Context: an optimization exercise on an open-source flow, tuned for small area, a short achievable clock period and few clock cycles. The choices shown serve that exercise and are no tape-out recipe. RTL that was checked went through simulation tests only; none was proved equivalent to the original. Power figures rest on the tool's default switching activity, not on a simulated workload.

// pjv_engine
module pjv_engine (
    input  wire        clk,
    input  wire        rst,
    input  wire        reg_we,
    input  wire [3:0]  reg_addr,
    input  wire [31:0] reg_wdata,
    output reg  [31:0] reg_rdata,
    input  wire        kbuf_wr,       
    output wire        busy,
    output wire        kmem_re,
    output wire [16:0] kmem_addr,
    input  wire [7:0]  kmem_rdata,
    output wire        dmem_re,
    output wire [11:0] dmem_raddr,
    input  wire [7:0]  dmem_rdata,
    output wire        dmem_we,
    output wire [11:0] dmem_waddr,
    output wire [7:0]  dmem_wdata
);
Size in the first run: roughly 2100 cells after synthesis.
clock: 8.0 ns
lec_check: 0
cap_margin: 20
core_margin: 2
core_utilization: 50
setup_slack_margin: 3.45
slew_margin: 20
synth_hierarchical: 1
synth_minimum_keep_size: 0
tns_end_percent: 0
standard.sh (not shown) runs the stock make flow with config.mk's settings and CLKGATE_MAP_FILE= SYNTH_SCRIPT=/design/flow/synth_recipe.tcl, a recipe that flattens the netlist after the stock synthesis.
==> flow/flow/run.sh <==
#!/bin/bash
# Standard ORFS layout, with plain buffers (not delay cells) on the ports and
# no dummy balancing loads in the clock tree.
set -euo pipefail
export BUFFER_PORTS_ARGS="-buffer_cell sky130_fd_sc_hd__buf_2"
export CTS_ARGS="-sink_clustering_enable -repair_clock_nets -dont_use_dummy_load"
bash standard.sh > standard.log 2>&1
Testbench counts at the start, summed over its fixed seeds: cycles 301,710.
Next try:
--- a/flow/config.mk
+++ b/flow/config.mk
@@ -8,6 +8,7 @@
 export CAP_MARGIN = 20
 export CORE_MARGIN = 2
-export CORE_UTILIZATION = 50
-export SETUP_SLACK_MARGIN = 3.45
+export CORE_UTILIZATION = 55
+export PLACE_DENSITY = 0.75
+export SETUP_SLACK_MARGIN = 4.0
 export SLEW_MARGIN = 20
 export SYNTH_HIERARCHICAL = 1
=> Wire length goes up by 4.5%. Utilization climbs by 6.8 points. Critical path depth is unchanged. Synthesized cell count is unchanged. Clock power stays flat.
Next try:
==> flow/flow/run.sh (replaced) <==
#!/bin/bash
# Standard ORFS layout, with plain buffers (not delay cells) on the ports and
# a clock tree of sink clusters of up to 20 flip-flops, without dummy
# balancing loads.
set -euo pipefail
export BUFFER_PORTS_ARGS="-buffer_cell sky130_fd_sc_hd__buf_2"
export CTS_ARGS="-sink_clustering_enable -repair_clock_nets -dont_use_dummy_load -sink_clustering_size 20 -sink_clustering_max_diameter 80"
bash standard.sh > standard.log 2>&1
--- a/flow/config.mk
+++ b/flow/config.mk
@@ -8,6 +8,5 @@
 export CAP_MARGIN = 20
 export CORE_MARGIN = 2
-export CORE_UTILIZATION = 55
-export PLACE_DENSITY = 0.75
+export CORE_UTILIZATION = 50
 export SETUP_SLACK_MARGIN = 4.0
 export SLEW_MARGIN = 20
Outcome:
- synthesized cell count does not change
- global-route usage came out lower by 4.4 points
- total power drops by about 6%
- via count is lower by about 2.4%
- utilization falls by 5.9 points
- register-to-register slack improves by 0.07 ns
- non-clock buffer count came out higher by 6
- die area grows by about 10%
- clock skew goes up by 0.048 ns
- critical path depth does not change
Next try:
==> flow/flow/run.sh (replaced) <==
#!/bin/bash
# Standard ORFS layout, with plain buffers (not delay cells) on the ports and
# no dummy balancing loads in the clock tree.
set -euo pipefail
export BUFFER_PORTS_ARGS="-buffer_cell sky130_fd_sc_hd__buf_2"
export CTS_ARGS="-sink_clustering_enable -repair_clock_nets -dont_use_dummy_load"
bash standard.sh > standard.log 2>&1
Effect: Synthesized area stays the same; global-route usage goes up by 0.25 points; synthesized cell count stays the same; die area does not change; first-iteration DRC count drops by a few percent; final area is higher slightly; power rises by a little under a tenth; clock skew goes down by 0.0031 ns; worst hold slack loses 0.0066 ns; clock power went up by about a fifth; wire length barely changes.
Next try:
==> flow/flow/run.sh (replaced) <==
#!/bin/bash
# Standard ORFS layout, with the smallest plain buffers on the ports (timing
# repair sizes up the ones that need it) and no dummy balancing loads in the
# clock tree.
set -euo pipefail
export BUFFER_PORTS_ARGS="-buffer_cell sky130_fd_sc_hd__buf_1"
export CTS_ARGS="-sink_clustering_enable -repair_clock_nets -dont_use_dummy_load"
bash standard.sh > standard.log 2>&1
=> The changed run finished with timing, DRC and antenna clean. Non-clock buffer count grows by 9. Routed wire length grows by 0.44%. Clock-buffer cell count shrinks by 1. Area after synthesis is unchanged. Worst setup slack loses 0.013 ns. Via count grows by 0.44%. Core utilization hardly moves. Register-to-register slack gains 0.06 ns. First-iteration DRC count grows by 8.1%. Total power shrinks by 1.4%. Flip-flop and latch count is unchanged.


before:
Another version of the RTL of pjv_engine (not shown whole).
For scale: ~140 I/O pins, about 17000 um2 of cells after synthesis.
==> flow/design.v (excerpt) <==
module pjv_engine (
    input  wire        clk,
    input  wire        rst,
    input  wire        reg_we,
    input  wire [3:0]  reg_addr,
    input  wire [31:0] reg_wdata,
    output reg  [31:0] reg_rdata,
    input  wire        kbuf_wr,       
    output wire        busy,
    output wire        kmem_re,
    output wire [16:0] kmem_addr,
    input  wire [7:0]  kmem_rdata,
    output wire        dmem_re,
    output wire [11:0] dmem_raddr,
    input  wire [7:0]  dmem_rdata,
    output wire        dmem_we,
    output wire [11:0] dmem_waddr,
    output wire [7:0]  dmem_wdata
);
==> flow/config.mk <==
export PLATFORM = sky130hd
export DESIGN_NAME = pjv_engine
export DESIGN_NICKNAME = pjv_engine
export VERILOG_FILES = /design/flow/design.v
export SDC_FILE = /design/flow/constraint.sdc
export NUM_CORES = 4
export LEC_CHECK = 0
export CAP_MARGIN = 20
export CORE_MARGIN = 2
export CORE_UTILIZATION = 62
export PLACE_DENSITY = 0.8
export SETUP_SLACK_MARGIN = 4.0
export SLEW_MARGIN = 20
export SYNTH_HIERARCHICAL = 1
export SYNTH_MINIMUM_KEEP_SIZE = 0
export TNS_END_PERCENT = 0
==> flow/constraint.sdc <==
create_clock -name core_clock -period 8.0 [get_ports {clk}]
set_input_delay 1.6000 -clock core_clock [delete_from_list [all_inputs] [get_ports {clk}]]
set_output_delay 1.6000 -clock core_clock [all_outputs]
set_load 0.01 [all_outputs]
==> flow/flow/run.sh <==
#!/bin/bash
# Standard ORFS layout, with plain buffers (not delay cells) on the ports and
# no dummy balancing loads in the clock tree.
set -euo pipefail
export BUFFER_PORTS_ARGS="-buffer_cell sky130_fd_sc_hd__buf_2"
export CTS_ARGS="-sink_clustering_enable -repair_clock_nets -dont_use_dummy_load"
bash standard.sh > standard.log 2>&1
Edits applied to the flow inputs when going from before to after:
--- a/flow/config.mk
+++ b/flow/config.mk
@@ -10,2 +10,2 @@
-export CORE_UTILIZATION = 62
-export PLACE_DENSITY = 0.8
+export CORE_UTILIZATION = 55
+export PLACE_DENSITY = 0.75
--- outcome ---
Every stage of the flow completed for after, and the final layout passed the timing, design-rule and antenna checks. after ends up with a number of global-route vias before repair that is 232 lower than in before. Number of tap cells inserted (after vs. before) increases by more than 10%. In the tables for before and after, share of post-route cells with drive strength above 1 reads lower with before. Changes observed in after relative to before: power shows an increase of 1.4%; total wire length shows an increase of 3.9%; effective utilization at floorplan shows a reduction of 7.5 points; final cell count shows an increase of 2.3%. after ends up with lower post-route fraction of the period consumed by the critical path than before does. Final period demand of the worst path sits lower in after than in before. The top layer used by detailed routing comes out met4 in one run and met5 in the other, namely in before and after respectively.
No functional check of the RTL was part of any run of this note.


Another version of the RTL of pjv_engine (not shown whole).
For scale: roughly 200 flip-flops, about 140 I/O pins, roughly 17000 um2 of cells after synthesis.
clock: 8.0 ns
lec_check: 0
cap_margin: 20
core_margin: 2
core_utilization: 40
setup_slack_margin: 4.5
slew_margin: 20
synth_hierarchical: 1
synth_minimum_keep_size: 0
tns_end_percent: 0
==> flow/flow/run.sh <==
#!/bin/bash
# Standard ORFS layout, with plain buffers (not delay cells) on the ports.
set -euo pipefail
export BUFFER_PORTS_ARGS="-buffer_cell sky130_fd_sc_hd__buf_2"
bash standard.sh > standard.log 2>&1
The baseline finished clean.
Edit:
Settings changed: SETUP_SLACK_MARGIN 4.5 to 4.0.
First-iteration DRC count does not change; routed wire length stays the same; global-route usage does not change; hold slack stays the same; final area does not change.
Function was not checked in any run of this note: the RTL went through the layout flow alone.


Another version of the RTL of pjv_engine (not shown whole).
Size: ~2100 cells after synthesis, roughly 140 I/O pins.
clock: 8.0 ns
lec_check: 0
cap_margin: 20
core_margin: 2
core_utilization: 40
setup_slack_margin: 4.0
slew_margin: 20
tns_end_percent: 0
Scripts as last shown in full above: flow/flow/run.sh
Testbench counts at the start, summed over its fixed seeds: cycles 301,670.
Change:
==> flow/run.sh (new file) <==
#!/bin/bash
# synth_recipe.tcl (not shown) runs the flow's synth.tcl, then flattens the netlist and writes it again
# the make line also repeats each setting of config.mk as NAME=value (left out here)
make -C /OpenROAD-flow-scripts/flow DESIGN_CONFIG=/design/flow/config.mk WORK_HOME=/design/flow/orfs CLKGATE_MAP_FILE= SYNTH_SCRIPT=/design/flow/synth_recipe.tcl finish
Settings changed: TNS_END_PERCENT 0 to default.
removed: flow/flow/run.sh
removed: flow/standard.sh
Effect: The new run finished clean. Global-route usage increases by 2.5 points. Routed wire length increases by a little under a tenth. Fmax decreases slightly. Total power increases by a little under a tenth. Clock-buffer cell count decreases by 4. Worst setup slack got worse by 60 ps. Sequential cell count is unchanged.
Change:
Settings changed: TNS_END_PERCENT from default to 0.
Setup slack degrades by 93 ps; final area went down by 10%; via count fell by 4.4%.


Setup of build 73:
pjv_engine, a different RTL version from the one above (not shown whole).
For scale: roughly 2000 cells after synthesis, ~140 I/O pins, ~17000 µm² of cells after synthesis.
make LEC_CHECK=0 ABC_CLOCK_PERIOD_IN_PS=4500 CAP_MARGIN=20 CORE_MARGIN=2 CORE_UTILIZATION=40 SETUP_SLACK_MARGIN=3.0 SLEW_MARGIN=20 finish   # period 8.0 ns
run.sh (not shown) runs the stock make flow with config.mk's settings and CLKGATE_MAP_FILE= SYNTH_SCRIPT=/design/flow/synth_recipe.tcl, a recipe that flattens the netlist after the stock synthesis.
Stock flow here: none of the scripts above is used.
Testbench counts of build 73, summed over its fixed seeds: cycles 301,310.
--- input diff build 73..build 87 ---
==> flow/config.mk <==
export PLATFORM = sky130hd
export DESIGN_NAME = pjv_engine
export DESIGN_NICKNAME = pjv_engine
export VERILOG_FILES = /design/flow/design.v
export SDC_FILE = /design/flow/constraint.sdc
export NUM_CORES = 4
export LEC_CHECK = 0
export CAP_MARGIN = 20
export CORE_MARGIN = 2
export CORE_UTILIZATION = 40
export SLEW_MARGIN = 20
==> summary.txt <==
Relative contribution of the clock network to total power (higher): build 73
In terms of via density per instance, build 87 and build 73 differ only marginally.
Of build 87 and build 73, it is build 87 that has the higher final critical delay including setup and external delays.
Count of buffers added by post-CTS timing repair for setup sits lower in build 87 than in build 73.
In terms of number of multi-input combinational cells in the layout, build 73 and build 87 differ only marginally.
Build 87: final instance area is 1800 µm² lower than what build 73 reported.
Build 87 vs. build 73: non-clock buffer count fell by about 33%; final cell utilization of the core fell by 4.2 points; maximum operating frequency fell by about 20%; global-route congestion overflow total stayed essentially flat.
#### Input delta (build 42 over build 87)
-- flow/config.mk --
<<< build 87, line 9
export CORE_MARGIN = 2
export CORE_UTILIZATION = 40
export SLEW_MARGIN = 20
>>> build 42, line 9
export CORE_MARGIN = 2
export CORE_UTILIZATION = 40
export SETUP_SLACK_MARGIN = 3.0
export SLEW_MARGIN = 20
## What came out
Per the final summary, build 87 finished and its layout is clean on timing, DRC and antenna.
Build 42 went all the way through the flow, and no timing, DRC or antenna check failed.
Build 42 against build 87: first-iteration DRC count higher, count of plain and timing-repair buffers +90, portion of the clock cycle consumed by the worst path in the final layout now smaller.
Build 42 gives less slew at the pin closest to its max-slew limit than build 87 did.
Via-per-instance ratio: build 87 vs build 42, no meaningful difference
On total leakage power: build 42 sits above build 87.
Across both runs, smallest setup slack after layout was higher for build 42 than for build 87.
Diff build 87 -> build 42 | pin count of the biggest net entering global routing | increase of 8.1%
The higher global-route usage came out of build 42.
On portion of total power attributed to the clock network, the higher figure sits with build 42, not build 87.
Relative area change from synthesis to final layout up 11 points in build 42 wrt build 87

afterwards: timing with drivers on the ports:
No port has a modelled driver above. Below, the same layouts with a new extraction and two added sets of constraints.
Step 1 (the two cells are an assumption about what drives the block):
set clk [get_ports {clk}]
set_driving_cell -lib_cell sky130_fd_sc_hd__clkbuf_16 $clk
set_driving_cell -lib_cell sky130_fd_sc_hd__buf_2 [delete_from_list [all_inputs] $clk]
Step 2 moves the port delays by t, midway between the first and last clock arrival at a register: inputs arrive t later, outputs are due t later. That takes back most of the time a late clock gives input paths.
Three values: ideal, step 1, step 2; two values: the first two.
| run | t, ns | setup WS [ns] | worst slew at a driven data input, ns | pins driven straight from the clock port |
|---|---|---|---|---|
| the first run of note 1 | 0.591 | 3.295 / 3.273 / 3.273 | 0.03 | 1 |
| the second run of note 1 | 0.599 | 3.530 / 3.476 / 3.085 | 0.06 | 1 |
| the third run of note 1 | 0.565 | 3.493 / 3.447 / 3.004 | 0.07 | 1 |
| the fourth run of note 1 | 0.599 | 3.503 / 3.464 / 3.045 | 0.06 | 1 |
| the fifth run of note 1 | 0.601 | 3.489 / 3.433 / 3.073 | 0.10 | 1 |
| before | 0.580 | 3.483 / 3.412 / 3.010 | 0.08 | 1 |
| after | 0.583 | 3.527 / 3.471 / 3.115 | 0.07 | 1 |
| the first run of note 3 | 0.543 | 3.207 / 3.111 / 2.849 | 0.18 | 1 |
| the second run of note 3 | 0.543 | 3.207 / 3.111 / 2.849 | 0.18 | 1 |
| the first run of note 4 | 0.648 | 3.141 / 3.092 / 2.734 | 0.06 | 1 |
| the second run of note 4 | 0.631 | 3.082 / 3.049 / 3.049 | 0.09 | 1 |
| the third run of note 4 | 0.623 | 2.988 / 2.963 / 2.633 | 0.06 | 1 |
| build 73 | 0.627 | 2.325 / 2.325 / 2.325 | 0.10 | 1 |
| build 87 | 0.625 | 0.855 / 0.855 / 0.855 | 0.05 | 1 |
| build 42 | 0.627 | 2.325 / 2.325 / 2.325 | 0.10 | 1 |
After both steps every run listed still meets setup and hold. For the third run of note 1, which loses most, drivers alone change the setup slack by -0.046 ns; drivers and shift together by -0.489 ns.
